This is an optimization exercise on Yosys and OpenROAD, whose aim is small area, a short achievable clock period and few clock cycles, not a production implementation. At most, simulation tests tie the RTL to the original design; equivalence was not proved. Only the layout flow was run in runs 1 to 5; the RTL was not checked for function there. Power is estimated from default activity; no workload was simulated.

## flow/design.v

```verilog
module cvfp (
    input  wire        clk,
    input  wire        rst,
    input  wire        cmd_valid,
    output wire        cmd_ready,
    input  wire [3:0]  cmd_op,
    input  wire [15:0] cmd_a,
    input  wire [7:0]  cmd_b,
    input  wire        pv_valid,
    output wire        pv_ready,
    input  wire [7:0]  pv_data,
    output reg         rsp_valid,
    output reg  [2:0]  rsp_code,
    output reg  [15:0] rsp_data
);
    localparam BUFSZ = 258;
    localparam F     = 10;           
    localparam M     = BUFSZ - F;    
    localparam QN    = 4;            
    localparam QW    = 2;
    localparam OP_CLR   = 4'h0;
    localparam OP_PUSH  = 4'h1;
    localparam OP_RDB   = 4'h2;
    localparam OP_ENC   = 4'h3;
    localparam OP_SUM   = 4'h4;
    localparam OP_VAL   = 4'h5;
    localparam OP_WFQ   = 4'h6;
    localparam OP_FSZ   = 4'h7;
    localparam OP_GETF  = 4'h8;
    localparam OP_GETB  = 4'h9;
    localparam OP_GETSB = 4'hA;
    localparam OP_GETH  = 4'hB;
    localparam OP_RDST  = 4'hC;
    localparam R_OK         = 3'd0;
    localparam R_ERR        = 3'd1;
    localparam R_UNDERRUN   = 3'd2;
    localparam R_OVERFLOW   = 3'd3;
    localparam R_PARAMLEN   = 3'd4;
    localparam R_NOTVALID   = 3'd5;
    localparam R_PARAMRANGE = 3'd6;
    localparam R_BADOP      = 3'd7;
    localparam K_ZX = 2'd0;      
    localparam K_SX = 2'd1;      
    localparam K_HW = 2'd2;      
    reg [7:0] lo_c [0:F-1];      
    reg [7:0] rg   [0:M-1];      
    reg [8:0] php;               
    wire [7:0] b0 = lo_c[0];
    wire [7:0] b1 = lo_c[1];
    wire [7:0] b3 = lo_c[3];     
    wire [7:0] b4 = lo_c[4];     
    wire [8:0] php_n = (php == BUFSZ - 1) ? F : php + 9'd1;
    reg [8:0] cnt;
    reg [3:0] status;            
    reg [8:0] wp;                
    reg       w_al;              
    reg       enc_busy;          
    reg [7:0] s_w, s_a, s_v;
    reg [9:0] dl;                
    reg [7:0] np;                
    reg        r_v, s_empty;
    reg [3:0]  r_op, s_op;
    reg [15:0] r_a, s_a_q;
    reg [7:0]  r_b, s_b;
    reg        p_v;
    reg [7:0]  p_d;
    reg        pv_rdy;
    reg        r_early;          
    reg [7:0]  tk_left;          
    reg        q_v;
    reg [2:0]  q_code;
    reg [15:0] q_data;
    reg        q_rd;
    reg [1:0]  q_kind;
    reg        q_enc;
    reg        q_sum;            
    reg        q_ring;           
    reg [8:0]  q_ri;
    reg        q_new;            
    reg        q_go;             
    reg        q_lor, q_hir;     
    reg [3:0]  q_li, q_hi_i;     
    reg [2:0]    f_code [0:QN-1];
    reg [15:0]   f_data [0:QN-1];
    reg          f_enc  [0:QN-1];
    reg          f_sum  [0:QN-1];
    reg [QW-1:0] f_rd, f_wr;
    reg [QW:0]   f_cnt;
    wire   s_full    = !s_empty;
    assign cmd_ready = s_empty;
    assign pv_ready  = pv_rdy;
    wire acc  = cmd_valid && !s_full;
    wire take = pv_valid && pv_rdy;
    reg  wp_low;                             
    reg  cnt_full;                           
    reg  bytes_in;                           
    reg  bw;                                 
    reg  sum_pend;                           
    wire w_ok     = wp_low || w_al;          
    wire a_hi     = |r_a[15:9];
    wire a_ge_cnt = a_hi || (r_a[8:0] >= cnt);
    wire a_lt_wp  = !a_hi && (r_a[8:0] < wp);
    wire q_out  = q_v && (!(q_ring && q_rd) || (q_go && !q_new));
    wire q_adv  = !q_v || q_out;
    wire q_room = (f_cnt + q_v) < QN;
    reg r_can;
    always @(*) begin
        case (r_op)
        OP_RDB:  r_can = a_lt_wp || a_ge_cnt;
        OP_PUSH: r_can = !enc_busy && !sum_pend && (w_ok || cnt_full);
        OP_ENC:  r_can = !enc_busy && !sum_pend;
        OP_SUM:  r_can = !enc_busy || !sum_pend;
        default: r_can = !enc_busy;
        endcase
    end
    wire ex = r_v && r_can && q_adv && q_room;
    wire [9:0] len_p2 = {2'b00, b3} + 10'd2;
    wire [9:0] len_p3 = {2'b00, b3} + 10'd3;
    wire       c4     = |cnt[8:2];                           
    wire       c5     = c4 && (cnt[8:3] != 0 || cnt[1:0] != 0);
    wire       c6     = c4 && (cnt[8:3] != 0 || cnt[1]);
    wire       d_ge2  = !dl[9] && (dl[8:1] != 0);            
    wire       d_ge3  = !dl[9] && (dl[8:2] != 0 || dl[1:0] == 2'd3);    
    wire       d_eq3  = (dl == 10'd3);                       
    wire       a_hi8  = |r_a[15:8];
    wire       gb_rng = a_hi8 || (r_a[7:0] >= np);           
    wire       gh_rng = a_hi8 || ({1'b0, r_a[7:0]} + 9'd1 >= {1'b0, np});  
    wire       is_rd_op = (r_op == OP_RDB) || (r_op == OP_GETF) || (r_op == OP_GETB) ||
                          (r_op == OP_GETSB) || (r_op == OP_GETH);
    wire [7:0] enc_p  = r_a[15:8];
    wire [8:0] gidx = r_a[8:0] + 9'd5;
    reg  [8:0] ridx;
    always @(*) begin
        case (r_op)
        OP_RDB:  ridx = r_a[8:0];
        OP_GETF: ridx = (r_b[2:0] == 3'd5) ? len_p2[8:0] : {6'd0, r_b[2:0]};
        default: ridx = gidx;
        endcase
    end
    reg        lo_ring, hi_ring;
    always @(*) begin
        case (r_op)
        OP_RDB: begin
            lo_ring = (r_a[8:0] >= F);
            hi_ring = 1'b0;
        end
        OP_GETF: begin
            lo_ring = (r_b[2:0] == 3'd5) && (b3 >= F - 2);
            hi_ring = 1'b0;
        end
        default: begin
            lo_ring = (r_a[8:0] >= F - 5);
            hi_ring = (r_a[8:0] >= F - 6);
        end
        endcase
    end
    wire [8:0] x_ri    = lo_ring ? ridx : F;       
    wire [3:0] x_hi_i  = ridx[3:0] + 4'd1;
    reg        x_rd;
    reg [1:0]  x_kind;
    reg [2:0]  x_code;
    reg [15:0] x_data;
    wire       v_elen = (b3 != r_a[7:0]);
    wire       v_ecmd = (b4 != r_b);
    wire       v_esum = (s_v != 8'hFF);
    wire       v_err  = v_elen || v_ecmd || v_esum;
    always @(*) begin
        x_rd   = 1'b0;
        x_kind = K_ZX;
        x_code = R_OK;
        x_data = 16'd0;
        case (r_op)
        OP_CLR: ;
        OP_PUSH:
            if (cnt == BUFSZ) x_code = R_OVERFLOW;
        OP_RDB:
            if (a_ge_cnt) x_code = R_UNDERRUN;
            else          x_rd   = 1'b1;
        OP_ENC:
            if (enc_p > 8'd252) x_code = R_PARAMLEN;
        OP_SUM:
            if (!c4 || !d_ge2) x_code = R_UNDERRUN;
            else x_data = {8'd0, (b3 == 8'd0) ? 8'hFF : (b3 == 8'd1) ? ~lo_c[2] : ~s_a};
        OP_VAL:
            if (!c5 || !d_ge3) x_code = R_UNDERRUN;
            else begin
                x_code = v_err ? R_ERR : R_OK;
                x_data = {12'd0, v_esum, v_ecmd, v_elen, !v_err};
            end
        OP_WFQ:
            x_data = {15'd0, c6 && (b0 == 8'h55) && (b1 == 8'h55) && d_eq3 && (s_w == 8'hFF)};
        OP_FSZ:
            if (!c4) x_code = R_UNDERRUN;
            else x_data = {6'd0, len_p3};
        OP_GETF:
            if (r_b > 8'd5) x_code = R_BADOP;
            else if (r_b[2:0] == 3'd5) begin
                if (!c4 || !d_ge3) x_code = R_UNDERRUN;
                else x_rd = 1'b1;
            end else begin
                if ({1'b0, r_b} >= cnt) x_code = R_UNDERRUN;
                else x_rd = 1'b1;
            end
        OP_GETB, OP_GETSB:
            if (!status[0]) x_code = R_NOTVALID;
            else if (gb_rng) x_code = R_PARAMRANGE;
            else begin
                x_rd   = 1'b1;
                x_kind = (r_op == OP_GETSB) ? K_SX : K_ZX;
            end
        OP_GETH:
            if (!status[0]) x_code = R_NOTVALID;
            else if (gh_rng) x_code = R_PARAMRANGE;
            else begin
                x_rd   = 1'b1;
                x_kind = K_HW;
            end
        OP_RDST:
            x_data = {3'd0, cnt, status};
        default:
            x_code = R_BADOP;
        endcase
    end
    wire x_hir  = (r_op == OP_GETH) && hi_ring;
    wire x_ring = is_rd_op && (lo_ring || x_hir);
    wire x_go     = r_v && q_adv && q_room && !enc_busy;
    wire do_push  = x_go && (r_op == OP_PUSH) && !sum_pend && w_ok && !cnt_full;
    wire do_clr   = x_go && (r_op == OP_CLR);
    wire do_enc   = x_go && (r_op == OP_ENC) && !sum_pend && (enc_p <= 8'd252);
    wire do_byte  = enc_busy && p_v && w_ok;
    wire do_chk   = enc_busy && !p_v && bytes_in && w_ok;
    wire       wr_en   = do_push || do_byte || do_chk;
    wire [7:0] wr_data = do_push ? r_b : (do_byte ? p_d : ~s_a);
    genvar gi;
    generate
        for (gi = 0; gi < F; gi = gi + 1) begin : g_lo
            always @(posedge clk) begin
                if (do_enc && gi <= 4) begin
                    case (gi)
                    0, 1:    lo_c[gi] <= 8'h55;
                    2:       lo_c[gi] <= r_a[7:0];
                    3:       lo_c[gi] <= enc_p + 8'd3;
                    default: lo_c[gi] <= r_b;
                    endcase
                end else if (wr_en && wp == gi)
                    lo_c[gi] <= wr_data;
            end
        end
        for (gi = 0; gi < M - 1; gi = gi + 1) begin : g_ring
            always @(posedge clk)
                rg[gi] <= rg[gi + 1];
        end
    endgenerate
    always @(posedge clk)
        rg[M - 1] <= (wr_en && !wp_low) ? wr_data : rg[0];
    always @(posedge clk) begin
        if (rst) begin
            cnt      <= 9'd0;
            wp       <= 9'd0;
            w_al     <= 1'b0;
            php      <= F;
            wp_low   <= 1'b1;
            cnt_full <= 1'b0;
            status   <= 4'd0;
            enc_busy <= 1'b0;
        end else begin
            php <= php_n;
            if (ex) begin
                case (r_op)
                OP_CLR: begin
                    cnt    <= 9'd0;
                    status <= 4'd0;
                end
                OP_PUSH:
                    if (cnt != BUFSZ) begin
                        cnt    <= cnt + 9'd1;
                        status <= 4'd0;
                    end
                OP_ENC:
                    if (enc_p <= 8'd252) begin
                        cnt      <= {1'b0, enc_p} + 9'd6;
                        status   <= 4'd0;
                        enc_busy <= 1'b1;
                    end
                OP_VAL:
                    if (c5 && d_ge3)
                        status <= {v_esum, v_ecmd, v_elen, !v_err};
                default: ;
                endcase
            end
            if (do_clr || do_enc)
                wp_low <= 1'b1;
            else if (wr_en && wp == F - 1)
                wp_low <= 1'b0;
            if (do_clr || do_enc)
                cnt_full <= 1'b0;
            else if (do_push && cnt == BUFSZ - 1)
                cnt_full <= 1'b1;
            w_al <= w_al_n;
            if (do_clr)
                wp <= 9'd0;
            else if (do_enc)
                wp <= 9'd5;
            else if (wr_en)
                wp <= wp + 9'd1;
            if (do_chk)
                enc_busy <= 1'b0;
        end
    end
    always @(posedge clk) begin
        if (do_push) begin
            if (cnt == 9'd2)
                s_w <= r_b;
            else
                s_w <= s_w + r_b;
            if (cnt == 9'd3) begin
                dl    <= 10'd4 - {2'b00, r_b};
                np    <= (r_b > 8'd3) ? r_b - 8'd3 : 8'd0;
                s_a <= s_w + r_b;
                s_v <= s_w + r_b;
            end else begin
                dl <= dl + 10'd1;
                if (!d_ge2) s_a <= s_a + r_b;
                if (!d_ge3) s_v <= s_v + r_b;
            end
        end else if (do_enc) begin
            s_a <= r_a[7:0] + (enc_p + 8'd3) + r_b;
            dl    <= 10'd3;
            np    <= enc_p;
            s_v <= 8'hFF;
            s_w <= 8'hFF;
        end else if (do_byte) begin
            s_a <= s_a + p_d;
        end
    end
    wire p_keep   = p_v && !do_byte;
    wire p_v_n    = take || p_keep;
    wire wp_n_low = wr_en ? (wp < F - 1) : wp_low;
    wire tk_one   = (tk_left == 8'd1);
    wire cons_n   = do_enc || (enc_busy && (wp_n_low || w_al_n));    
    wire r_load   = ex || !r_v;
    wire c_p_ok   = (|cmd_a[15:8]) && !((&cmd_a[15:10]) && (|cmd_a[9:8]));     
    wire early    = acc && !s_full && r_load && (cmd_op == OP_ENC) && c_p_ok &&
                    bytes_in && !p_keep && !enc_busy && !sum_pend && !(do_enc && enc_p != 8'd0);
    wire last_tk  = take && tk_one;                              
    wire x_sumw   = (r_op == OP_SUM) && enc_busy;                
    wire w_al_n   = wr_en ? (wp_low ? (php_n == F) : w_al) : (php_n == wp);
    always @(posedge clk) begin
        if (rst) begin
            r_v     <= 1'b0;
            s_empty <= 1'b1;
            p_v     <= 1'b0;
            pv_rdy  <= 1'b0;
            tk_left <= 8'd0;
            bytes_in <= 1'b1;
            bw       <= 1'b0;
            sum_pend <= 1'b0;
        end else begin
            if (do_enc && enc_p != 8'd0 && !(r_early && (bytes_in || last_tk)))
                bw <= 1'b1;
            else if (last_tk)
                bw <= 1'b0;
            if (ex && x_sumw)
                sum_pend <= 1'b1;
            else if (sum_out)
                sum_pend <= 1'b0;
            p_v <= p_v_n;
            if (early) begin
                pv_rdy   <= 1'b1;
                tk_left  <= cmd_a[15:8];
                bytes_in <= 1'b0;
            end else if (do_enc && !r_early) begin
                pv_rdy   <= (enc_p != 8'd0);
                tk_left  <= enc_p;
                bytes_in <= (enc_p == 8'd0);
            end else begin
                pv_rdy   <= !bytes_in && !(tk_one && take) && (!p_v_n || cons_n);
                if (take) begin
                    tk_left  <= tk_left - 8'd1;
                    bytes_in <= tk_one;
                end
            end
            if (r_load) begin
                r_v     <= s_full || acc;
                s_empty <= 1'b1;
            end else if (acc)
                s_empty <= 1'b0;
        end
    end
    always @(posedge clk) begin
        if (!p_keep)
            p_d <= pv_data;
        if (r_load)
            r_early <= early;
        if (r_load) begin
            if (s_full) begin
                r_op <= s_op;
                r_a  <= s_a_q;
                r_b  <= s_b;
            end else begin
                r_op <= cmd_op;
                r_a  <= cmd_a;
                r_b  <= cmd_b;
            end
        end else if (!s_full) begin
            s_op  <= cmd_op;
            s_a_q <= cmd_a;
            s_b   <= cmd_b;
        end
    end
    always @(posedge clk) begin
        if (rst)
            q_v <= 1'b0;
        else if (q_adv)
            q_v <= ex;
        q_go  <= (php_n == q_ri);
        q_new <= q_adv;
        if (q_adv) begin
            q_code <= x_code;
            q_data <= x_data;
            q_rd   <= x_rd;
            q_kind <= x_kind;
            q_enc  <= (r_op == OP_ENC) && (enc_p != 8'd0) && (enc_p <= 8'd252);
            q_sum  <= x_sumw;
            q_ring <= x_ring;
            q_ri   <= x_ri;
            q_lor  <= lo_ring;
            q_hir  <= x_hir;
            q_li   <= ridx[3:0];
            q_hi_i <= x_hi_i;
        end
    end
    wire [7:0] q_lo  = (q_li < F) ? lo_c[q_li] : 8'd0;
    wire [7:0] q_hi  = (q_hi_i < F) ? lo_c[q_hi_i] : 8'd0;
    wire [7:0] rd_lo = q_lor ? rg[0] : q_lo;
    wire [7:0] rd_hi = q_hir ? (q_lor ? rg[1] : rg[0]) : q_hi;
    reg [15:0] q_res;
    always @(*) begin
        if (!q_rd)
            q_res = q_data;
        else case (q_kind)
            K_SX:    q_res = {{8{rd_lo[7]}}, rd_lo};
            K_HW:    q_res = {rd_hi, rd_lo};
            default: q_res = {8'd0, rd_lo};
        endcase
    end
    wire f_empty  = (f_cnt == 0);
    wire enc_ok   = !bw || last_tk;                  
    wire sum_ok   = bytes_in && !p_v;                
    wire head_ok  = f_empty ? (q_out && (!q_enc || enc_ok) && (!q_sum || sum_ok)) :
                              ((!f_enc[f_rd] || enc_ok) && (!f_sum[f_rd] || sum_ok));
    wire head_sum = f_empty ? q_sum : f_sum[f_rd];
    wire sum_out  = head_ok && head_sum;
    wire f_pop    = !f_empty && head_ok;
    wire f_push   = q_out && !(f_empty && head_ok);
    always @(posedge clk) begin
        if (rst) begin
            rsp_valid <= 1'b0;
            f_rd      <= 0;
            f_wr      <= 0;
            f_cnt     <= 0;
        end else begin
            rsp_valid <= head_ok;
            if (f_pop)
                f_rd <= (f_rd == QN - 1) ? 0 : f_rd + 1'b1;
            if (f_push)
                f_wr <= (f_wr == QN - 1) ? 0 : f_wr + 1'b1;
            f_cnt <= f_cnt + f_push - f_pop;
        end
        if (head_sum) begin
            rsp_code <= R_OK;
            rsp_data <= {8'd0, ~s_a};
        end else if (f_empty) begin
            rsp_code <= q_code;
            rsp_data <= q_res;
        end else begin
            rsp_code <= f_code[f_rd];
            rsp_data <= f_data[f_rd];
        end
        if (f_push) begin
            f_code[f_wr] <= q_code;
            f_data[f_wr] <= q_res;
            f_enc[f_wr]  <= q_enc;
            f_sum[f_wr]  <= q_sum;
        end
    end
endmodule
```

## flow/flow/run.sh

```bash
#!/bin/bash
set -euo pipefail
bash standard.sh SETUP_SLACK_MARGIN=${MARGIN:-6.8} \
  "BUFFER_PORTS_ARGS=-buffer_cell sky130_fd_sc_hd__buf_4" \
  "CTS_ARGS=-sink_clustering_enable -repair_clock_nets -dont_use_dummy_load -sink_clustering_size 24 -sink_clustering_max_diameter 60" \
  finish > standard.log 2>&1
```

## flow/standard.sh

```bash
#!/bin/bash
# synth_recipe.tcl (not shown) runs the flow's synth.tcl, then flattens the netlist and writes it again
# the make line also repeats each setting of config.mk as NAME=value (left out here)
make -C /OpenROAD-flow-scripts/flow DESIGN_CONFIG=/design/flow/config.mk WORK_HOME=/design/flow/orfs CLKGATE_MAP_FILE= SYNTH_SCRIPT=/design/flow/synth_recipe.tcl "${@:-finish}"
```

## flow/config.mk

```make
export PLATFORM = sky130hd
export DESIGN_NAME = cvfp
export DESIGN_NICKNAME = cvfp
export VERILOG_FILES = /design/flow/design.v
export SDC_FILE = /design/flow/constraint.sdc
export NUM_CORES = 4
export LEC_CHECK = 0
export ABC_CLOCK_PERIOD_IN_PS = 3000
export CAP_MARGIN = 20
export CORE_MARGIN = 2
export CORE_UTILIZATION = 60
export PLACE_DENSITY = 0.7
export SLEW_MARGIN = 20
export TNS_END_PERCENT = 100
```

## flow/constraint.sdc

```tcl
create_clock -name core_clock -period 10.0 [get_ports {clk}]
set_input_delay 2.0000 -clock core_clock [delete_from_list [all_inputs] [get_ports {clk}]]
set_output_delay 2.0000 -clock core_clock [all_outputs]
set_load 0.01 [all_outputs]
```

==> metrics.csv, run 1 <==
metric;value;unit
area_growth;10.7;%
grt_most_used_layer;met1;
gp_congestion;0.949;
grt_pass1_wl;180000;um
grt_util_all_layers;22.2;%
synth_cell_types;93;
synth.area.top_cells;dfxtp_1, edfxtp_1, ha_1;
htreeDepth;4;
critPathKind;input pin to register;
wl_per_cell;20.6;um
critPathMaxStageDelay;0.50;ns
dp_hpwl;76100;um
clkLatencyLatePin;0.74;ns
core;104000;um^2
synth_ff_type;dfxtp_1;
ys_warn_count;3;
max_cap_viol_count;0;
report.final.slew_viol_count;0;
start_util;60.5;%
fillers;7341;
worst_ep_required_time;10.60;ns
tritoncts;yes;
clock_skew;0.0777;ns
path_buf_inv;4;
end_kind;register;
period_share;35.9;%
stdcell_area;69400;um^2
rsz0062_at_grt;true;
placed_cell_area;64700;um^2
synth_most_common_cell;dfxtp_1;
swShare;23.4;%
worstPathMaxFanout;3;
vias_per_cell;5.30;
netlist_area;62700;um^2
regArea;50600;um^2
met1_usage;33.2;%
path_common_cell;inv_2;
clkSinkCount;2378;
whs;0.253;ns
max_freq;279;MHz
clk_path_buf_depth;3;
leakagePower;26.9;nW
ys_seq_area_share;80.7;%
rows;118;
drt_first_iter_violations;2803;
synth_top_area_share;66.5;%
met3_usage;4.76;%
power_switching;3.96;mW
setup_viol;0;
fin_tns_setup;0;ns
hold_path_class;register to register;
grt_max_degree;51;
cp_top_family;adder cells;
synthTopCellsByCount;dfxtp_1, edfxtp_1, nand2_1;
grt_remaining_overflow;0;
pwr-share-clk;30.1;%
cpMaxStageDelayCell;fa_2;
syn_inst;4211;
combPwrFrac;10.6;%
port_buffers;61;
status;no timing/DRC/antenna violations;
ctsRootBufferMaster;clkbuf_16;
num_io_pins;62;
cp.arrival;4.18;ns
antenna_found_initial;3;
clkTransAtPathRegs;0.08;ns
synth-edff-count;296;
die_w;327;um
drt-total-wl;119000;um
drive_gt1_share;11.9;%
synthesis.nets;4378;
worstSetupStartpointType;input pin;
p_per_area;244;nW/um^2
grt_pass1_vias;29600;
async_flop_share;0;%
ir_worst_vdd;0.204;mV
synth_area_per_cell;14.9;um^2
p_int;12.9;mW
drcViolationCount;0;
ant_nets;0;
slew_headroom;23.0;%
multi_input_area;11800;um^2
fin_crit;3.59;ns
cp_cell_sequence;buf_8 -> nand4bb_4 -> nor4_4 -> and3b_2 -> nor2b_4 -> a221oi_2 -> nor2_2 -> inv_1 -> ha_1 -> inv_2 -> ha_4 -> inv_2 -> fa_2 -> nor2_1;
tightestPinTransition;1.13;ns
cts_buffers;134;
synth_area_leader_cell;dfxtp_1;
p_seq_share;59.3;%
grtUsageMet2;31.7;%
nets;4573;
postCtsHoldBufs;0;
die-area;107000;um^2
finalHoldViolCount;0;
num_vias;30700;
synth_seq_cells;2378;
fp.dieH;327;um
drt-pass1-iter-count;5;
==> power groups by stage <==
stage / sequential (mW) / clock [mW] / combinational [mW]
2_1_floorplan: 10.2 / 0 / 1.08
3_3_place_gp: 10.3 / 0 / 1.54
3_5_place_dp: 10.3 / 0 / 1.54
4_1_cts: 10.0 / 5.23 / 1.69
5_1_grt: 10.0 / 5.56 / 1.93
6_report: 10.0 / 5.08 / 1.79
==> placed cells by master (no fill, tap or decap), types with 11 or more instances in the layout <==
cell type,Yosys,layout
dfxtp_1,2082,2060
edfxtp_1,296,296
nand2_1,207,202
nor2_1,147,144
o21ai_0,147,144
buf_4,3,137
clkbuf_16,0,134
a21oi_1,131,118
ha_1,114,109
inv_1,108,99
nand3_1,84,81
xnor2_1,74,71
xor2_1,60,58
mux2_2,44,44
mux2i_1,43,43
nor3_1,36,35
o211ai_1,29,29
nand2b_1,29,27
a31oi_1,29,27
a21o_1,26,26
buf_6,1,25
mux4_2,24,24
a211oi_1,24,24
nor2b_1,26,23
nand4_1,19,19
nor4_1,23,19
and2_1,25,18
o22ai_1,18,18
dfxtp_2,0,18
and3_1,18,16
o21ai_1,11,13
a221oi_1,14,13
or3_1,12,12
and2_4,0,12
o21a_1,12,12
o31ai_1,11,11
fa_1,13,11
==> final timing paths <==
path | cells past startpoint | end | startpoint | slack, ns
max | 14 | f_cnt[1] | pv_valid | 6.41
min | 0 | rg[30][2] | rg[31][2] | 0.25
max reg2reg | 8 | s_a[6] | r_b[5] | 6.83
min reg2reg | 0 | rg[30][2] | rg[31][2] | 0.25
==> kinds of logic (layout without fill, tap and decap cells) <==
kind of cell	count (synthesis)	after routing	synth area share, %
flops	2378	2378	80.7
simple gates	673	681	5.28
compound gates	554	554	5.68
buf+inv	234	419	1.47
xor+xnor	134	134	1.87
fa+ha+maj	127	127	2.69
mux	111	111	2.34
other cells	0	4	0
==> what timing repair did <==
| item | 4_1_cts | 5_1_grt |
|---|---|---|
| buffers inserted | 56 | 25 |
| endpoints found under the hold margin | 0 | 0 |
| pin swaps | 12 | 31 |
| endpoints found under the setup margin | 349 | 330 |
| resized for setup | 111 | 61 |
| gates cloned | 1 | 8 |
==> flip-flops by register name (all words and copies together) (netlist names), 9 cells and up, named ones only <==
| name | count |
|---|---|
| cnt | 9 |
| rsp_data | 16 |
| q_ri | 9 |
| wp | 9 |
| rg | 1984 |
| php | 9 |
| s_a_q | 16 |
| lo_c | 80 |
| dl | 10 |
| r_a | 16 |
| f_code | 12 |
| f_data | 64 |
| q_data | 13 |
==> area by class of cell <==
cell class / count / share of cell area (%)
repair buffers: 171 / 2.11
well taps: 1380 / 2.49
inverters: 114 / 0.647
multi-input cells: 1607 / 17.0
flip-flops and latches: 2378 / 72.9
diodes: 4 / 0.0144
clock buffers: 134 / 4.83
==> per-stage QoR <==
stage,cells,utilization (%),power (mW),worst slack [ns]
after floorplan,4211,-,11.2,5.78
after global placement,5558,62.4,11.8,5.22
after detailed placement,5558,62.4,11.8,5.27
after CTS,5749,66.5,16.9,6.47
after global routing,5784,67.0,17.5,6.34
final,5788,67.0,16.9,6.41
==> metal layers <==
metal,routed length [um],vias to the layer above
li1,-,14600
met1,55800,14800
met2,49600,1042
met3,9100,272
met4,4690,6
met5,40,-
==> run 2, diff against run 1 <==
==> flow/flow/run.sh (replaced) <==
#!/bin/bash
set -euo pipefail
bash standard.sh SETUP_SLACK_MARGIN=${MARGIN:-7.0} \
  "BUFFER_PORTS_ARGS=-buffer_cell sky130_fd_sc_hd__buf_4" \
  "CTS_ARGS=-sink_clustering_enable -repair_clock_nets -dont_use_dummy_load -sink_clustering_size 24 -sink_clustering_max_diameter 60" \
  finish > standard.log 2>&1
==> run 2 against run 1 <==
Critical path depth stayed put. Fmax decreased by 2.1%. Clock-buffer cell count down 3. Global-route usage increased by 0.39 points. Clock skew rose by 0.014 ns.
==> metrics.csv, run 2 <==
metric;value;unit;change
drt-total-wl;121000;um;+1.6%
path_common_cell;inv_1;;
clkSinkCount;2378;;unchanged
report.final.slew_viol_count;0;;unchanged
top_regs;rg: 1984 flops, lo_c: 80 flops, f_data: 64 flops;;
layout_common_cells;dfxtp_1, edfxtp_1, nand2_1, buf_4, o21ai_0;;
area_growth;11.8;%;
grt_max_degree;51;;unchanged
cp_cell_sequence;buf_8 -> nand4bb_4 -> nor4_4 -> and3b_2 -> nor2b_4 -> a221oi_2 -> nor2_2 -> inv_1 -> ha_1 -> inv_1 -> ha_1 -> inv_1 -> fa_2 -> nor2_1;;
fin_crit;3.66;ns;+0.0761 ns
r2r_end;s_a[7];;
dp_hpwl;76500;um;+0.51%
synth_cell_types;93;;unchanged
period_share;36.6;%;+0.76 points
core;104000;um^2;unchanged
cpMaxStageDelayCell;fa_2;;
max_freq;273;MHz;-2.1%
stdcell_count;5828;;+0.69%
htreeDepth;4;;unchanged
fp.dieH;327;um;unchanged
setup_viol;0;;unchanged
critPathKind;input pin to register;;
tritoncts;yes;;
grt_pass1_vias;30000;;+1.3%
synthTopCellsByCount;dfxtp_1, edfxtp_1, nand2_1;;
clk_path_buf_depth;3;;unchanged
finalHoldViolCount;0;;unchanged
synthesis.nets;4378;;unchanged
netlist_area;62700;um^2;unchanged
min_to;rg[9][2];;
synth.area.top_cells;dfxtp_1, edfxtp_1, ha_1;;
drt-pass1-iter-count;6;;+1
top_register;rg;;
ctsRootBufferMaster;clkbuf_16;;
worstPathMaxFanout;3;;unchanged
port_buffers;61;;unchanged
clkLatencyLatePin;0.75;ns;about the same
holdPathStages;0;;unchanged
slew_headroom;33.7;%;+11 points
synth_most_common_cell;dfxtp_1;;
leakagePower;27.1;nW;+0.86%
grt_pass1_wl;183000;um;+1.6%
num_vias;31000;;+0.90%
vias_per_cell;5.31;;+0.20%
critPathMaxStageDelay;0.52;ns;+0.02 ns
grt_remaining_overflow;0;;unchanged
worst_ep_required_time;10.55;ns;-0.05 ns
dp.cells;5560;;+0.036%
grt_util_all_layers;22.6;%;+0.39 points
hold_path_class;register to register;;
ys_seq_area_share;80.7;%;unchanged
ff2ff_path_depth;12;;+4
async_flop_share;0;%;unchanged
synth_seq_cells;2378;;unchanged
rsz0062_at_grt;true;;
drt_first_iter_violations;2866;;+2.2%
synth_area_per_cell;14.9;um^2;unchanged
cp.arrival;4.21;ns;+0.03 ns
synth_top_area_share;66.5;%;unchanged
end_kind;register;;
fillers;7262;;-1.1%
p_per_area;242;nW/um^2;-0.61%
clkTransAtPathRegs;0.09;ns;about the same
die_w;327;um;unchanged
ys_warn_count;3;;unchanged
ir_worst_vdd;0.218;mV;+6.8%
gp_congestion;0.954;;+0.45%
clock_skew;0.0917;ns;+0.0140 ns
synth_area_leader_cell;dfxtp_1;;
synth-edff-count;296;;unchanged
nets;4616;;+0.94%
cts_buffers;131;;-2.2%
start_util;60.5;%;unchanged
antenna_found_initial;5;;+2
ant_nets;0;;unchanged
status;no timing/DRC/antenna violations;;
largest_reg_flops;1984;;unchanged
rows;118;;unchanged
max_cap_viol_count;0;;unchanged
drive_gt1_share;13.8;%;+1.9 points
tightestPinTransition;0.987;ns;-0.139 ns
worstHoldStart;rg[10][2];;
wl_per_cell;20.8;um;+0.86%
die-area;107000;um^2;unchanged
num_io_pins;62;;unchanged
final_common_cell;dfxtp_1;;
fin_tns_setup;0;ns;unchanged
r2r_setup_slack;6.80;ns;-0.03 ns
syn_inst;4211;;unchanged
drcViolationCount;0;;unchanged
reg2reg_from;r_a[10];;
synth_ff_type;dfxtp_1;;
worstSetupStartpointType;input pin;;
postCtsHoldBufs;0;;unchanged
==> run 2: cell counts after synthesis <==
No cell type changed its count.
==> run 2: layer usage <==
layer / vias up / GRT usage [%] / share of wire [%]
met4: 2 / 9.03 / 3.9
met1: 14800 / 34.4 / 47
met5: - / 0 / 0.012
met2: 1175 / 31.9 / 41
li1: 14700 / - / -
met3: 265 / 4.42 / 7.9
==> run 2: worst max-delay path by stage <==
stage,start,end,slack (ns),cells after the start
floorplan,pv_valid,f_cnt[1],5.78,13
global placement,pv_valid,f_cnt[1],5.24,14
detailed placement,pv_valid,f_cnt[1],5.22,14
CTS,pv_valid,f_cnt[1],6.40,14
global route,pv_valid,f_cnt[1],6.27,14
finish,pv_valid,f_cnt[1],6.34,14
==> run 2: power breakdown <==
part	switching [mW]	internal, mW
clock network	2.70	2.33
registers	0.187	9.84
logic	1.12	0.793
==> run 2: metrics by stage <==
stage                     power (mW)  utilization (%)  cell area (um^2)  hold slack [ns]  worst slack, ns
after detailed placement        11.8             62.4             64700            0.312             5.22
after CTS                       16.9             66.8             69200            0.272             6.40
after global placement          11.8             62.4             64700            0.310             5.24
after floorplan                 11.2                -             62800            0.310             5.78
after global routing            17.6             67.6             70100            0.275             6.27
final                           17.0             67.6             70100            0.281             6.34
==> run 2: kinds of logic (layout without fill, tap and decap cells) <==
logic type	after synthesis	count (layout)	share of synthesized area [%]
AOI/OAI and AO/OA	554	555	5.68
xor gates and xnor gates	134	134	1.87
adders and majority gates	127	127	2.69
buffers and inverters	234	457	1.47
DFF	2378	2378	80.7
muxes	111	111	2.34
other	0	1	0
and+or+nand+nor	673	685	5.28
==> run 2: worst max-delay path, delay by kind of cell <==
kind,cells,cell delay [ns]
buffers and inverters,4,0.26
and+or+nand+nor,6,0.86
adders and majority gates,3,0.93
AOI/OAI and AO/OA,1,0.13
==> run 2: repair_timing <==
action / CTS / global route
setup endpoints to repair: 459 / 350
pin swaps: 28 / 49
gates resized for setup: 156 / 91
setup buffers: 70 / 51
cloned: 13 / 2
==> run 2: layout make-up <==
cell class | count | area [um^2] | area share (%)
Sequential cell | 2378 | 50600 | 72.2
Clock buffer | 131 | 3280 | 4.68
Inverter | 114 | 472 | 0.673
Timing Repair Buffer | 212 | 1850 | 2.64
Multi-Input combinational cell | 1612 | 12200 | 17.4
Tap cell | 1380 | 1730 | 2.46
Antenna cell | 1 | 2.50 | 0.00357
==> run 3, diff against run 2 <==
--- a/flow/design.v
+++ b/flow/design.v
@@ -59,6 +59,7 @@
     reg [9:0] dl;                
     reg [7:0] np;                
     reg        r_v, s_empty;
+    reg        s_full;           
     reg [3:0]  r_op, s_op;
     reg [15:0] r_a, s_a_q;
     reg [7:0]  r_b, s_b;
@@ -86,7 +87,6 @@
     reg          f_sum  [0:QN-1];
     reg [QW-1:0] f_rd, f_wr;
     reg [QW:0]   f_cnt;
-    wire   s_full    = !s_empty;
     assign cmd_ready = s_empty;
     assign pv_ready  = pv_rdy;
     wire acc  = cmd_valid && !s_full;
@@ -349,6 +349,7 @@
         if (rst) begin
             r_v     <= 1'b0;
             s_empty <= 1'b1;
+            s_full  <= 1'b0;
             p_v     <= 1'b0;
             pv_rdy  <= 1'b0;
             tk_left <= 8'd0;
@@ -383,8 +384,11 @@
             if (r_load) begin
                 r_v     <= s_full || acc;
                 s_empty <= 1'b1;
-            end else if (acc)
+                s_full  <= 1'b0;
+            end else if (acc) begin
                 s_empty <= 1'b0;
+                s_full  <= 1'b1;
+            end
         end
     end
     always @(posedge clk) begin
@@ -445,7 +449,7 @@
         endcase
     end
     wire f_empty  = (f_cnt == 0);
-    wire enc_ok   = !bw || last_tk;                  
+    wire enc_ok   = !bw;                             
     wire sum_ok   = bytes_in && !p_v;                
     wire head_ok  = f_empty ? (q_out && (!q_enc || enc_ok) && (!q_sum || sum_ok)) :
                               ((!f_enc[f_rd] || enc_ok) && (!f_sum[f_rd] || sum_ok));
==> flow/flow/run.sh (replaced) <==
#!/bin/bash
set -euo pipefail
bash standard.sh SETUP_SLACK_MARGIN=${MARGIN:-6.8} \
  "BUFFER_PORTS_ARGS=-buffer_cell sky130_fd_sc_hd__buf_4" \
  "CTS_ARGS=-sink_clustering_enable -repair_clock_nets -dont_use_dummy_load -sink_clustering_size 24 -sink_clustering_max_diameter 60" \
  finish > standard.log 2>&1
==> run 3 against run 2 <==
Sequential power about the same. Highest routed layer is now met4. Register-to-register slack improved by 0.02 ns. Global-route usage grew 0.67 points. Largest power group unchanged. Utilization shrank 0.35 points. Worst setup slack better by 0.33 ns. Area after synthesis grew 0.52%. Clock power rose by 4.0%.
==> metrics.csv, run 3 <==
metric;value;unit;change
ant_nets;0;;unchanged
grt_pass1_wl;189000;um;+3.5%
top_regs;rg: 1984 flops, lo_c: 80 flops, f_data: 64 flops;;
power_switching;4.02;mW;+0.14%
cp.arrival;3.94;ns;-0.27 ns
clock_skew;0.111;ns;+0.0197 ns
placed_cell_area;65000;um^2;+0.54%
drt-total-wl;124000;um;+2.6%
synth.area.mux_share;2.29;%;-0.048 points
combPwrFrac;10.7;%;-0.6 points
rsz0062_at_grt;true;;
synth_compound_area_share;5.88;%;+0.20 points
max_freq;300;MHz;+9.8%
cpMaxStageDelayCell;or4b_4;;
ir_worst_vdd;0.223;mV;+2.4%
port_buffers;61;;unchanged
dp_hpwl;78600;um;+2.8%
drt_first_iter_violations;2908;;+1.5%
fin_tns_setup;0;ns;unchanged
setup_viol;0;;unchanged
cts_buffers;139;;+6.1%
finalHoldViolCount;0;;unchanged
end_kind;register;;
stdcell_area;69800;um^2;-0.37%
worst_ep_required_time;10.60;ns;+0.05 ns
synth_top_area_share;66.2;%;-0.31 points
gp_congestion;0.954;;about the same
wl_per_cell;21.2;um;+2.2%
die_w;328;um;+0.26%
synth_most_common_cell;dfxtp_1;;
grt_pass1_vias;30900;;+3.2%
synth_seq_cells;2379;;+0.042%
hold_path_class;register to register;;
critPathKind;input pin to register;;
synth_cell_types;91;;-2.2%
report.final.slew_viol_count;0;;unchanged
fillers;7081;;-2.5%
synthTopCellsByCount;dfxtp_1, edfxtp_1, nand2_1;;
layout_common_cells;dfxtp_1, edfxtp_1, nand2_1, buf_4, nor2_1;;
area_growth;10.9;%;
final_common_cell;dfxtp_1;;
clkSinkCount;2379;;+0.042%
tightestPinTransition;0.963;ns;-0.0244 ns
netlist_area;63000;um^2;+0.52%
synthesis.nets;4430;;+1.2%
p_per_area;244;nW/um^2;+0.87%
drive_gt1_share;12.0;%;-1.8 points
nets;4638;;+0.48%
ys_warn_count;3;;unchanged
vias_per_cell;5.36;;+0.87%
worstPathMaxFanout;5;;+2
rows;118;;unchanged
cp_cell_sequence;buf_6 -> or4b_4 -> nor4_4 -> nand4_1 -> buf_4 -> a211oi_4 -> buf_4 -> a21oi_2 -> o211ai_1 -> a21oi_1;;
htreeDepth;4;;unchanged
synth_top_family_by_area;compound AO/OA/AOI/OAI gates;;
status;no timing/DRC/antenna violations;;
core;104000;um^2;+0.14%
critPathMaxStageDelay;0.48;ns;-0.04 ns
synth.area.top_cells;dfxtp_1, edfxtp_1, ha_1;;
max_cap_viol_count;0;;unchanged
synth_ff_type;dfxtp_1;;
pwr-share-clk;30.7;%;+1.1 points
synthAdderAreaFrac;2.70;%;+0.0059 points
swShare;23.5;%;-0.083 points
clk_path_buf_depth;3;;unchanged
num_io_pins;62;;unchanged
synth_xor_area_share;1.70;%;-0.18 points
start_util;60.7;%;+0.23 points
ys_seq_area_share;80.3;%;-0.39 points
synth_area_leader_cell;dfxtp_1;;
num_vias;31300;;+1.2%
fp.dieH;328;um;+0.26%
ctsRootBufferMaster;clkbuf_16;;
num_antenna_cells;0;;-1
synth_area_per_cell;14.8;um^2;-0.68%
clkTransAtPathRegs;0.09;ns;about the same
fin_crit;3.34;ns;-0.327 ns
synth-edff-count;296;;unchanged
largest_reg_flops;1984;;unchanged
period_share;33.4;%;-3.3 points
drt-pass1-iter-count;7;;+1
worstSetupStartpointType;input pin;;
grt_max_degree;49;;-3.9%
p_seq_share;58.6;%;-0.5 points
drcViolationCount;0;;unchanged
antenna_found_initial;4;;-1
async_flop_share;0;%;unchanged
p_int;13.0;mW;+0.60%
top_register;rg;;
leakagePower;27.0;nW;-0.36%
syn_inst;4262;;+1.2%
slew_headroom;35.3;%;+1.6 points
grt_util_all_layers;23.3;%;+0.67 points
postCtsHoldBufs;0;;unchanged
grt_remaining_overflow;0;;unchanged
yosys.area_share.simple;5.67;%;+0.39 points
die-area;108000;um^2;+0.51%
clkLatencyLatePin;0.76;ns;about the same
tritoncts;yes;;
path_common_cell;buf_4;;
run 3: cell count changes in the layout (fill, tap and decap cells not counted), moves of 9 or more:
| cell | delta |
|---|---|
| dfxtp_1 | +11 |
| o21ai_0 | -14 |
| and2_4 | -13 |
| nor2_1 | +12 |
| buf_4 | -14 |
| a21oi_1 | +14 |
| nor3_1 | +29 |
| a32oi_1 | +9 |
| inv_1 | +9 |
| mux2i_1 | -9 |
run 3: cells by family after synthesis:
kind of cell	Yosys count
and+or+nand+nor	716
muxes	106
buffers and inverters	241
adders and majority gates	128
xor gates and xnor gates	122
DFF	2379
AOI/OAI and AO/OA	570
run 3: path summary, 6_finish.rpt:
path,startpoint,cells past startpoint,endpoint,slack [ns]
min,rg[124][1],0,rg[123][1],0.28
min reg2reg,rg[124][1],0,rg[123][1],0.28
max,cmd_op[2],10,tk_left[2],6.66
max reg2reg,r_b[5],9,s_a[7],6.82
run 3: critical path, delay by kind of cell:
kind / cells / cell delay (ns)
AO/OA/AOI/OAI: 4 / 0.53
buffers and inverters: 3 / 0.49
AND/OR/NAND/NOR: 3 / 0.89
run 3: stage by stage:
step	hold slack, ns	setup WS (ns)	utilization, %	power (mW)	cells
2_1_floorplan	0.310	6.25	-	11.2	4262
3_3_place_gp	0.310	5.74	62.6	11.8	5616
3_5_place_dp	0.312	5.72	62.6	11.8	5616
4_1_cts	0.275	6.73	66.8	17.1	5813
5_1_grt	0.283	6.64	67.3	17.7	5848
6_report	0.279	6.66	67.3	17.1	5848
run 3: area by class of cell:
| class | instances | area [um^2] | area share, % |
|---|---|---|---|
| timing repair inverter | 3 | 22.5 | 0.0322 |
| sequential | 2379 | 50600 | 72.5 |
| tap | 1380 | 1730 | 2.47 |
| clock buffer | 139 | 3480 | 4.98 |
| inverter | 120 | 480 | 0.688 |
| timing repair buffer | 183 | 1480 | 2.12 |
| multi-input combinational | 1644 | 12000 | 17.2 |
run 3: power by group through the flow:
stage               logic, mW  registers (mW)  clock network (mW)
floorplan                1.07            10.1                   0
detailed placement       1.57            10.2                   0
global placement         1.58            10.2                   0
global route             1.97            10.0                5.69
finish                   1.83            9.99                5.23
CTS                      1.71            9.99                5.37
run 3: repair_timing:
| item | in CTS | in global routing |
|---|---|---|
| pin swaps | 15 | 24 |
| hold endpoints to repair | 0 | 0 |
| gates cloned | 4 | 1 |
| endpoints found under the setup margin | 328 | 254 |
| setup buffers | 54 | 34 |
| gates resized for setup | 106 | 49 |
run 3: per-layer routing:
metal | vias to the layer above | wire (um) | global-route usage (%) | part of all wire (%)
li1 | 14900 | - | - | -
met1 | 15100 | 57900 | 34.6 | 47
met4 | 0 | 4590 | 8.82 | 3.7
met2 | 1045 | 53300 | 34.4 | 43
met5 | - | 0 | 0 | 0
met3 | 285 | 8340 | 3.85 | 6.7
==> run 4, diff against run 3 <==
==> flow/flow/run.sh (replaced) <==
#!/bin/bash
set -euo pipefail
bash standard.sh SETUP_SLACK_MARGIN=${MARGIN:-6.8} \
  "BUFFER_PORTS_ARGS=-buffer_cell sky130_fd_sc_hd__buf_4" \
  "CTS_ARGS=-sink_clustering_enable -repair_clock_nets -dont_use_dummy_load -sink_clustering_size 16 -sink_clustering_max_diameter 50 -sink_clustering_buffer sky130_fd_sc_hd__clkbuf_8" \
  finish > standard.log 2>&1
==> run 4 against run 3 <==
Sequential power about the same. Area after synthesis unchanged. Register-to-register slack about the same. Die area unchanged. Non-clock buffer count increased by 4. Global-route usage decreased by 0.57 points. Utilization decreased by 0.66 points. Total power decreased by 4.5%. Fmax about the same. Wire length decreased by 2.7%. Largest cell class unchanged. Largest power group unchanged.
==> metrics.csv, run 4 <==
metric;value;unit;change
status;no timing/DRC/antenna violations;;
vias_per_cell;5.35;;-0.27%
fillers;7148;;+0.95%
worst_slack;6.66;ns;-0.00289 ns
cpMaxStageDelayCell;or4b_4;;
synthesis.nets;4430;;unchanged
dp_hpwl;78600;um;unchanged
synth_compound_area_share;5.88;%;unchanged
grt_pass1_wl;185000;um;-2.0%
clkTransAtPathRegs;0.09;ns;about the same
synth.area.top_cells;dfxtp_1, edfxtp_1, ha_1;;
path_common_cell;buf_6;;
top_regs;rg: 1984 flops, lo_c: 80 flops, f_data: 64 flops;;
ir_worst_vdd;0.198;mV;-11%
dpl_worst_slack;5.72;ns;unchanged
ys_warn_count;3;;unchanged
stdcell_area;69200;um^2;-0.98%
synthAdderAreaFrac;2.70;%;unchanged
placed_cell_area;65000;um^2;unchanged
rows;118;;unchanged
grt_max_degree;49;;unchanged
drt-total-wl;121000;um;-2.7%
grt_util_all_layers;22.7;%;-0.57 points
max_freq;299;MHz;about the same
area_growth;9.77;%;
synth_most_common_cell;dfxtp_1;;
drt-pass1-iter-count;6;;-1
synth_seq_cells;2379;;unchanged
syn_inst;4262;;unchanged
period_share;33.4;%;about the same
start_util;60.7;%;unchanged
drcViolationCount;0;;unchanged
num_io_pins;62;;unchanged
tritoncts;yes;;
worstPathMaxFanout;11;;+6
final_common_cell;dfxtp_1;;
cts_buffers;185;;+33%
grt_remaining_overflow;0;;unchanged
worst_ep_required_time;10.64;ns;+0.04 ns
ctsRootBufferMaster;clkbuf_16;;
synth_area_leader_cell;dfxtp_1;;
cp_cell_sequence;buf_6 -> or4b_4 -> nor4_4 -> nand4_1 -> buf_6 -> a211oi_4 -> a21oi_4 -> inv_2 -> nand2_1 -> a21oi_1;;
top_register;rg;;
gp_congestion;0.954;;unchanged
synthTopCellsByCount;dfxtp_1, edfxtp_1, nand2_1;;
wl_per_cell;20.5;um;-3.5%
synth_top_family_by_area;compound AO/OA/AOI/OAI gates;;
leakagePower;26.7;nW;-0.96%
synth-edff-count;296;;unchanged
max_cap_viol_count;0;;unchanged
cp.arrival;3.97;ns;+0.03 ns
antenna_found_initial;7;;+3
worstSetupStartpointType;input pin;;
synth.area.mux_share;2.29;%;unchanged
yosys.area_share.simple;5.67;%;unchanged
htreeDepth;4;;unchanged
hold_path_class;register to register;;
port_buffers;61;;unchanged
netlist_area;63000;um^2;unchanged
die_w;328;um;unchanged
synth_xor_area_share;1.70;%;unchanged
multi_input_area;12000;um^2;about the same
end_kind;register;;
num_vias;31500;;+0.62%
fin_crit;3.34;ns;+0.00289 ns
ys_seq_area_share;80.3;%;unchanged
grt_pass1_vias;30800;;-0.48%
rsz0062_at_grt;true;;
drt_first_iter_violations;2949;;+1.4%
clkSinkCount;2379;;unchanged
setup_viol;0;;unchanged
layout_common_cells;dfxtp_1, edfxtp_1, nand2_1, clkbuf_8, buf_4;;
clkLatencyLatePin;0.73;ns;-0.03 ns
drive_gt1_share;13.0;%;+0.98 points
fin_tns_setup;0;ns;unchanged
clk_path_buf_depth;3;;unchanged
critPathKind;input pin to register;;
die-area;108000;um^2;unchanged
report.final.slew_viol_count;0;;unchanged
tightestPinTransition;1.01;ns;+0.0440 ns
regArea;50600;um^2;about the same
finalHoldViolCount;0;;unchanged
slew_headroom;32.4;%;-3.0 points
ant_nets;0;;unchanged
core;104000;um^2;unchanged
async_flop_share;0;%;unchanged
largest_reg_flops;1984;;unchanged
fp.dieH;328;um;unchanged
synth_ff_type;dfxtp_1;;
p_per_area;236;nW/um^2;-3.5%
synth_cell_types;91;;unchanged
synth_area_per_cell;14.8;um^2;unchanged
clock_skew;0.0798;ns;-0.0316 ns
nets;4687;;+1.1%
fin_util;66.6;%;-0.66 points
critPathMaxStageDelay;0.48;ns;about the same
synth_top_area_share;66.2;%;unchanged
run 4: cell count changes in the layout (fill, tap and decap cells not counted), sizes merged:
cell | previous run | this run
diode | 0 | 3
clkbuf | 139 | 185
buf | 183 | 187
clkinv | 3 | 5
clkinvlp | 9 | 7
a21oi | 149 | 148
run 4: area by class of cell:
| class | count | share of cell area [%] |
|---|---|---|
| timing repair inverter | 3 | 0.0326 |
| multi-input combinational | 1643 | 17.4 |
| antenna | 3 | 0.0109 |
| inverter | 120 | 0.682 |
| timing repair buffer | 187 | 2.23 |
| tap | 1380 | 2.50 |
| sequential | 2379 | 73.2 |
| clock buffer | 185 | 3.96 |
run 4: path summary, 6_finish.rpt:
path                            startpoint          to  slack [ns]  depth (start not counted)
worst max register to register      cnt[8]    bytes_in        6.81                         10
worst min register to register  rg[124][1]  rg[123][1]        0.30                          0
worst max-delay path             cmd_op[2]  tk_left[4]        6.66                         10
worst min-delay path            rg[124][1]  rg[123][1]        0.30                          0
run 4: repair_timing:
action / in CTS / in global routing
gates cloned: 4 / 0
gates resized for setup: 111 / 47
hold buffers: 0 / 0
setup buffers: 45 / 47
pin swaps: 13 / 21
setup endpoints to repair: 318 / 255
run 4: cells by family (layout without fill, tap and decap cells):
group                    after synthesis  in the layout
other                                  0              3
buffers and inverters                241            495
adder cells (fa/ha/maj)              128            128
multiplexers                         106            106
XOR/XNOR                             122            122
AO/OA/AOI/OAI                        570            570
flip-flops                          2379           2379
AND/OR/NAND/NOR                      716            717
run 4: critical path, delay by kind of cell:
| kind | cells | cell delay, ns |
|---|---|---|
| and+or+nand+nor | 4 | 1.03 |
| AOI/OAI and AO/OA | 3 | 0.49 |
| buffers and inverters | 3 | 0.44 |
run 4: report_power, final:
group | internal [mW] | leakage (nW) | switching (mW) | total (mW)
clock network | 1.81 | 1.42 | 2.67 | 4.48
logic | 0.740 | 5.69 | 1.09 | 1.83
registers | 9.83 | 19.6 | 0.150 | 9.98
run 4: per-layer routing:
metal	vias up	wire, um	GRT usage (%)
met5	-	37	0
met4	6	4120	8.64
met3	275	9130	4.76
met2	1106	50900	32.7
met1	15200	56700	33.8
li1	15000	-	-
run 4: metrics by stage:
stage	hold WS (ns)	instances	power, mW
after floorplan	0.310	4262	11.2
after global placement	0.310	5616	11.8
after detailed placement	0.312	5616	11.8
after CTS	0.294	5850	16.3
after global routing	0.292	5897	16.9
final	0.303	5900	16.3
==> run 5, diff against run 4 <==
--- a/flow/design.v
+++ b/flow/design.v
@@ -449,14 +449,16 @@
         endcase
     end
     wire f_empty  = (f_cnt == 0);
-    wire enc_ok   = !bw;                             
     wire sum_ok   = bytes_in && !p_v;                
-    wire head_ok  = f_empty ? (q_out && (!q_enc || enc_ok) && (!q_sum || sum_ok)) :
-                              ((!f_enc[f_rd] || enc_ok) && (!f_sum[f_rd] || sum_ok));
+    wire q_ok     = q_out && (!q_enc || !bw) && (!q_sum || sum_ok);
+    wire f_ok     = (!f_enc[f_rd] || !bw || last_tk) && (!f_sum[f_rd] || sum_ok);
+    wire head_ok  = f_empty ? q_ok : f_ok;
     wire head_sum = f_empty ? q_sum : f_sum[f_rd];
     wire sum_out  = head_ok && head_sum;
-    wire f_pop    = !f_empty && head_ok;
-    wire f_push   = q_out && !(f_empty && head_ok);
+    wire f_pop    = !f_empty && f_ok;
+    wire f_push   = q_out && !(f_empty && q_ok);
+    wire [QW:0] f_cnt_up = f_cnt + 1'b1;
+    wire [QW:0] f_cnt_dn = f_cnt - 1'b1;
     always @(posedge clk) begin
         if (rst) begin
             rsp_valid <= 1'b0;
@@ -469,7 +471,10 @@
                 f_rd <= (f_rd == QN - 1) ? 0 : f_rd + 1'b1;
             if (f_push)
                 f_wr <= (f_wr == QN - 1) ? 0 : f_wr + 1'b1;
-            f_cnt <= f_cnt + f_push - f_pop;
+            if (f_push && !f_pop)
+                f_cnt <= f_cnt_up;
+            else if (f_pop && !f_push)
+                f_cnt <= f_cnt_dn;
         end
         if (head_sum) begin
             rsp_code <= R_OK;
==> flow/flow/run.sh (replaced) <==
#!/bin/bash
set -euo pipefail
bash standard.sh SETUP_SLACK_MARGIN=${MARGIN:-6.8} \
  "BUFFER_PORTS_ARGS=-buffer_cell sky130_fd_sc_hd__buf_4" \
  "CTS_ARGS=-sink_clustering_enable -repair_clock_nets -dont_use_dummy_load -sink_clustering_size 24 -sink_clustering_max_diameter 60" \
  finish > standard.log 2>&1
==> run 5 against run 4 <==
Critical path type is now register to register. Wire length shrank 0.54%. Critical endpoint is now rsp_data[12]. Critical path depth fell by 1. Clock skew up 0.0019 ns. Total power rose by 4.8%. Fmax increased by 3.8%. Worst hold slack got worse by 0.034 ns.
==> metrics.csv, run 5 <==
metric;value;unit;change
start_util;60.6;%;-0.13 points
grt_remaining_overflow;0;;unchanged
ctsRootBufferMaster;clkbuf_16;;
cpMaxStageDelayCell;or2_2;;
synth_seq_cells;2379;;unchanged
clkSinkCount;2379;;unchanged
stdcell_area;69200;um^2;about the same
grt_pass1_vias;29900;;-2.9%
critPathKind;register to register;;
ir_worst_vdd;0.231;mV;+16%
synth_area_per_cell;15.0;um^2;+1.2%
dp.cells;5541;;-1.3%
core;104000;um^2;unchanged
final_common_cell;dfxtp_1;;
max_freq;311;MHz;+3.8%
grt_max_degree;44;;-10%
clock_skew;0.0817;ns;+0.00187 ns
drcViolationCount;0;;unchanged
netlist_area;62900;um^2;-0.21%
ant_nets;0;;unchanged
max_cap_viol_count;0;;unchanged
period_share;32.2;%;-1.2 points
power;17.1;mW;+4.8%
drive_gt1_share;10.9;%;-2.1 points
dp_hpwl;76200;um;-3.0%
num_io_pins;62;;unchanged
drt_first_iter_violations;2768;;-6.1%
layout_common_cells;dfxtp_1, edfxtp_1, nand2_1, nor2_1, clkbuf_16;;
tightestPinTransition;1.09;ns;+0.0881 ns
largest_reg_flops;1984;;unchanged
syn_inst;4202;;-1.4%
synth_ff_type;dfxtp_1;;
placed_cell_area;64800;um^2;-0.38%
nets;4527;;-3.4%
synth.area.top_cells;dfxtp_1, edfxtp_1, ha_1;;
port_buffers;61;;unchanged
synth_area_leader_cell;dfxtp_1;;
top_register;rg;;
synth_top_area_share;66.3;%;+0.14 points
report.final.slew_viol_count;0;;unchanged
rows;118;;unchanged
setup_viol;0;;unchanged
htreeDepth;4;;unchanged
die_w;328;um;-0.11%
p_per_area;247;nW/um^2;+4.7%
worst_ep_required_time;10.64;ns;about the same
wl_per_cell;20.9;um;+2.2%
synth_cell_types;97;;+6.6%
cts_buffers;140;;-24%
cp_top_family;compound AO/OA/AOI/OAI gates;;
drt-total-wl;120000;um;-0.54%
cp.arrival;3.86;ns;-0.11 ns
tritoncts;yes;;
fin_tns_setup;0;ns;unchanged
grt_util_all_layers;22.5;%;-0.16 points
clk_path_buf_depth;3;;unchanged
status;no timing/DRC/antenna violations;;
fin_crit;3.22;ns;-0.123 ns
fp.dieH;328;um;-0.11%
synthTopCellsByCount;dfxtp_1, edfxtp_1, nand2_1;;
die-area;107000;um^2;-0.21%
clkLatencyLatePin;0.75;ns;+0.02 ns
hold_path_class;register to register;;
area_growth;10.1;%;
stdcell_count;5742;;-2.7%
clkTransAtPathRegs;0.09;ns;about the same
critPathMaxStageDelay;0.46;ns;-0.02 ns
gp_congestion;0.960;;+0.56%
synth-edff-count;296;;unchanged
vias_per_cell;5.32;;-0.54%
slew_headroom;27.0;%;-5.4 points
fin_util;66.7;%;about the same
startpoint;q_hi_i[1];;
drt-pass1-iter-count;6;;unchanged
ys_seq_area_share;80.5;%;+0.17 points
async_flop_share;0;%;unchanged
synth_most_common_cell;dfxtp_1;;
synthesis.nets;4368;;-1.4%
whs;0.269;ns;-0.0337 ns
postCtsHoldBufs;0;;unchanged
finalHoldViolCount;0;;unchanged
dpl_worst_slack;5.76;ns;+0.0400 ns
antenna_found_initial;7;;unchanged
rsz0062_at_grt;true;;
top_regs;rg: 1984 flops, lo_c: 80 flops, f_data: 64 flops;;
path_buf_inv;1;;-2
worstPathMaxFanout;28;;+17
reg2reg_from;q_hi_i[1];;
ys_warn_count;3;;unchanged
worstHoldStart;rg[6][4];;
worst_slack;6.78;ns;+0.123 ns
num_vias;30500;;-3.2%
leakagePower;26.7;nW;-0.15%
end_kind;register;;
worstSetupStartpointType;register;;
grt_pass1_wl;183000;um;-1.4%
cp_cell_sequence;buf_4 -> or2_2 -> a21oi_2 -> o21ai_0 -> a311oi_1 -> nor3_1 -> o22ai_1 -> nand2_1 -> a21oi_1;;
## run 5: report_power, final
group	switching, mW	total (mW)	leakage, nW	internal, mW
logic	1.11	1.84	5.40	0.731
clock network	2.75	5.23	1.73	2.48
registers	0.163	10.0	19.6	9.84
## run 5: worst paths after layout
check                                     to  cells past startpoint  slack [ns]
worst max-delay path            rsp_data[12]                      9        6.78
worst min-delay path                rg[5][4]                      0        0.27
worst max register to register  rsp_data[12]                      9        6.78
worst min register to register      rg[5][4]                      0        0.27
## run 5: logic make-up (layout without fill, tap and decap cells)
| kind of cell | count (synthesis) | in the layout | synth area share (%) |
|---|---|---|---|
| simple gates | 661 | 663 | 5.25 |
| compound gates | 544 | 544 | 5.67 |
| xor+xnor | 137 | 137 | 1.97 |
| mux | 118 | 118 | 2.43 |
| fa+ha+maj | 126 | 126 | 2.66 |
| other cells | 0 | 3 | 0 |
| flops | 2379 | 2379 | 80.5 |
| buf+inv | 237 | 392 | 1.56 |
## run 5: per-layer routing
layer,track usage (%),vias up,routed length (um)
met5,0,-,0
met4,8.93,0,4340
met3,4.00,259,8190
met2,32.9,1068,51000
met1,33.6,14700,56700
li1,-,14500,-
## run 5: cell type report
cell class	instances	area, um^2
Antenna cell	3	7.51
Clock buffer	140	3500
Fill cell	7240	34600
Inverter	108	423
Multi-Input combinational cell	1588	11700
Sequential cell	2379	50600
Tap cell	1380	1730
Timing Repair Buffer	142	1190
Timing Repair inverter	2	15.0
## run 5: worst reg2reg max path: stages, from the launching register on
cell and delay, ns:
edfxtp_1 0.38, buf_4 0.25, or2_2 0.48, a21oi_2 0.44
o21ai_0 0.25, a311oi_1 0.35, nor3_1 0.16, o22ai_1 0.43
nand2_1 0.12, a21oi_1 0.27
## run 5: what timing repair did
item,CTS,global route
gates cloned,2,2
gates resized for setup,76,48
endpoints found under the hold margin,0,0
buffers inserted,32,22
pin swaps,3,18
endpoints found under the setup margin,296,209
==> run 6, diff against run 5 <==
--- a/flow/design.v
+++ b/flow/design.v
@@ -67,6 +67,7 @@
     reg [7:0]  p_d;
     reg        pv_rdy;
     reg        r_early;          
+    reg        s_early;          
     reg [7:0]  tk_left;          
     reg        q_v;
     reg [2:0]  q_code;
@@ -292,8 +293,10 @@
                 wp_low <= 1'b1;
             else if (wr_en && wp == F - 1)
                 wp_low <= 1'b0;
-            if (do_clr || do_enc)
+            if (do_clr)
                 cnt_full <= 1'b0;
+            else if (do_enc)
+                cnt_full <= (enc_p == 8'd252);
             else if (do_push && cnt == BUFSZ - 1)
                 cnt_full <= 1'b1;
             w_al <= w_al_n;
@@ -340,8 +343,8 @@
     wire cons_n   = do_enc || (enc_busy && (wp_n_low || w_al_n));    
     wire r_load   = ex || !r_v;
     wire c_p_ok   = (|cmd_a[15:8]) && !((&cmd_a[15:10]) && (|cmd_a[9:8]));     
-    wire early    = acc && !s_full && r_load && (cmd_op == OP_ENC) && c_p_ok &&
-                    bytes_in && !p_keep && !enc_busy && !sum_pend && !(do_enc && enc_p != 8'd0);
+    wire early    = acc && (cmd_op == OP_ENC) && c_p_ok &&
+                    bytes_in && !p_v && !enc_busy && !sum_pend && !(r_v && r_op == OP_ENC);
     wire last_tk  = take && tk_one;                              
     wire x_sumw   = (r_op == OP_SUM) && enc_busy;                
     wire w_al_n   = wr_en ? (wp_low ? (php_n == F) : w_al) : (php_n == wp);
@@ -395,7 +398,9 @@
         if (!p_keep)
             p_d <= pv_data;
         if (r_load)
-            r_early <= early;
+            r_early <= s_full ? s_early : early;
+        else if (!s_full)
+            s_early <= early;
         if (r_load) begin
             if (s_full) begin
                 r_op <= s_op;
==> run 6 against run 5 <==
Clock power rose by 1%. Area after synthesis rose by 0.62%. Global-route usage rose by 0.40 points. Utilization fell by 0.23 points. Via count rose by 2.5%. Flip-flop and latch count rose by 1. Still clean on timing, DRC and antenna. Register-to-register slack barely moved. Sequential share of layout area fell by 0.54 points. Worst hold slack improved by 0.0084 ns.
==> metrics.csv, run 6 <==
metric;value;unit;change
nets;4626;;+2.2%
fillers;7315;;+1.0%
grt_max_degree;45;;+2.3%
grt_pass1_vias;31000;;+3.9%
port_buffers;61;;unchanged
worstSetupStartpointType;register;;
num_antenna_cells;0;;-3
synth-edff-count;297;;+0.34%
syn_inst;4278;;+1.8%
htreeDepth;4;;unchanged
p_int;13.1;mW;about the same
drcViolationCount;0;;unchanged
power_switching;4.04;mW;+0.69%
die-area;108000;um^2;+0.61%
cp.arrival;3.63;ns;-0.23 ns
synthesis.nets;4444;;+1.7%
whs;0.278;ns;+0.00838 ns
grt_remaining_overflow;0;;unchanged
worstPathMaxFanout;26;;-7.1%
dp_hpwl;76600;um;+0.45%
report.final.slew_viol_count;0;;unchanged
synth_area_per_cell;14.8;um^2;-1.2%
antenna_found_initial;2;;-5
hold_path_class;register to register;;
critPathMaxStageDelay;0.65;ns;+0.19 ns
rows;119;;+0.85%
critPathKind;register to register;;
combPwrFrac;10.7;%;about the same
postCtsHoldBufs;0;;unchanged
num_vias;31300;;+2.5%
cp_cell_sequence;or4_1 -> nor4_4 -> and2_1 -> buf_4 -> nor4_1 -> a2111oi_1 -> a211oi_2;;
fin_crit;3.22;ns;+0.00412 ns
final_common_cell;dfxtp_1;;
clock_skew;0.0835;ns;+0.00182 ns
clkLatencyLatePin;0.76;ns;about the same
ant_nets;0;;unchanged
clk_path_buf_depth;3;;unchanged
cpMaxStageDelayCell;or4_1;;
synthTopCellsByCount;dfxtp_1, edfxtp_1, nand2_1;;
grt_util_all_layers;22.9;%;+0.40 points
core;105000;um^2;+1.1%
synth_top_area_share;65.9;%;-0.41 points
synth_seq_cells;2380;;+0.042%
end_kind;register;;
async_flop_share;0;%;unchanged
fin_tns_setup;0;ns;unchanged
netlist_area;63300;um^2;+0.62%
top_register;rg;;
synth.area.top_cells;dfxtp_1, edfxtp_1, ha_1;;
swShare;23.6;%;+0.12 points
ir_worst_vdd;0.237;mV;+2.5%
vias_per_cell;5.35;;+0.64%
worst_ep_required_time;10.41;ns;-0.23 ns
ys_seq_area_share;80.0;%;-0.45 points
top_regs;rg: 1984 flops, lo_c: 80 flops, f_data: 64 flops;;
drive_gt1_share;10.9;%;-0.018 points
start_util;60.3;%;-0.31 points
period_share;32.2;%;+0.041 points
drt-total-wl;123000;um;+2.4%
finalHoldViolCount;0;;unchanged
drt_first_iter_violations;2645;;-4.4%
fp.dieH;329;um;+0.31%
ys_warn_count;3;;unchanged
p_seq_share;58.4;%;-0.2 points
synth_ff_type;dfxtp_1;;
clkSinkCount;2380;;+0.042%
tightestPinTransition;0.969;ns;-0.126 ns
max_freq;311;MHz;-0.13%
path_buf_inv;1;;unchanged
wl_per_cell;21.0;um;+0.49%
gp_congestion;0.991;;+3.3%
pwr-share-clk;30.9;%;+0.3 points
layout_common_cells;dfxtp_1, edfxtp_1, nand2_1, nor2_1, buf_4;;
dp.cells;5634;;+1.7%
status;no timing/DRC/antenna violations;;
tritoncts;yes;;
max_cap_viol_count;0;;unchanged
grt_pass1_wl;188000;um;+2.8%
cp_top_family;simple AND/OR/NAND/NOR gates;;
rsz0062_at_grt;true;;
largest_reg_flops;1984;;unchanged
area_growth;10.3;%;
synth_most_common_cell;dfxtp_1;;
drt-pass1-iter-count;6;;unchanged
clkTransAtPathRegs;0.08;ns;about the same
ctsRootBufferMaster;clkbuf_16;;
die_w;329;um;+0.31%
p_per_area;245;nW/um^2;-0.60%
synth_area_leader_cell;dfxtp_1;;
leakagePower;27.0;nW;+1.3%
slew_headroom;35.1;%;+8.1 points
num_io_pins;62;;unchanged
stdcell_count;5849;;+1.9%
setup_viol;0;;unchanged
synth_cell_types;99;;+2.1%
cts_buffers;141;;+0.71%
r2r_setup_slack;6.78;ns;about the same
==> run 6: cell types whose count changed after synthesis, moves of 7 or more <==
cell      before  now
o311ai_0       4   11
a31oi_1       20   32
a21boi_0       2    9
o31ai_1        8   15
a21oi_1      137  119
xnor2_1       72   64
and2_1        20   28
buf_1          8   16
nor3_1        55   69
nor2_1       147  160
inv_1        104  117
a32oi_1        0    9
nand2_1      193  201
==> run 6: through the flow <==
stage	setup slack (ns)	instance area, um^2	util [%]	total power [mW]
after floorplan	6.15	63400	-	11.3
after global placement	5.84	65300	62.2	11.9
after detailed placement	5.79	65300	62.2	11.9
after CTS	6.75	69300	66.0	17.1
after global routing	6.68	69800	66.5	17.7
final	6.78	69800	66.5	17.1
==> run 6: worst paths after layout <==
kind	from	end	cells after the start
setup / recovery	cnt[5]	s_a[7]	7
hold / removal	rg[246][5]	rg[245][5]	0
setup reg to reg	cnt[5]	s_a[7]	7
hold reg to reg	rg[246][5]	rg[245][5]	0
==> run 6: layer usage <==
layer	vias to the layer above	wire, um	GRT usage, %
met2	1072	53600	33.9
met1	15100	56600	33.8
met4	0	3890	8.35
met5	-	0	0
li1	14800	-	-
met3	241	8930	4.43
==> run 6: cell type report <==
class                           instances  area, um^2  share of cell area (%)
Clock buffer                          141        3530                    5.06
Tap cell                             1391        1740                    2.49
Timing Repair inverter                  2        15.0                  0.0215
Multi-Input combinational cell       1643       12000                    17.2
Timing Repair Buffer                  172        1390                    2.00
Inverter                              120         467                   0.669
Sequential cell                      2380       50600                    72.6
==> run 6: repair_timing <==
| item | 4_1_cts | 5_1_grt |
|---|---|---|
| cloned | 2 | 0 |
| setup buffers | 37 | 35 |
| setup endpoints to repair | 197 | 208 |
| pin swaps | 6 | 16 |
| resized for setup | 60 | 35 |
==> run 6: cell families (layout without fill, tap and decap cells) <==
family | count (synthesis) | in the layout | synth area share (%)
flip-flops | 2380 | 2380 | 80.0
AND/OR/NAND/NOR | 708 | 708 | 5.64
AO/OA/AOI/OAI | 564 | 564 | 5.94
buffers and inverters | 255 | 435 | 1.62
adder cells (fa/ha/maj) | 126 | 126 | 2.65
XOR/XNOR | 125 | 125 | 1.73
multiplexers | 120 | 120 | 2.42
==> run 6: power groups by stage <==
| stage | clock, mW | combinational (mW) | sequential (mW) |
|---|---|---|---|
| 2_1_floorplan | 0 | 1.10 | 10.2 |
| 3_5_place_dp | 0 | 1.63 | 10.2 |
| 4_1_cts | 5.42 | 1.71 | 10.0 |
| 5_1_grt | 5.74 | 1.97 | 10.0 |
| 6_report | 5.28 | 1.83 | 9.99 |
| 3_3_place_gp | 0 | 1.62 | 10.2 |
Testbench counts of run 6, summed over its fixed seeds: cycles 50,654.

Check on run 6: ideal ports give 6.780 ns setup slack; a clkbuf_16 on the clock port and buf_2 on the inputs give 6.724 ns; moving port delays by the midpoint clock arrival (0.788 ns) as well gives 6.009 ns.
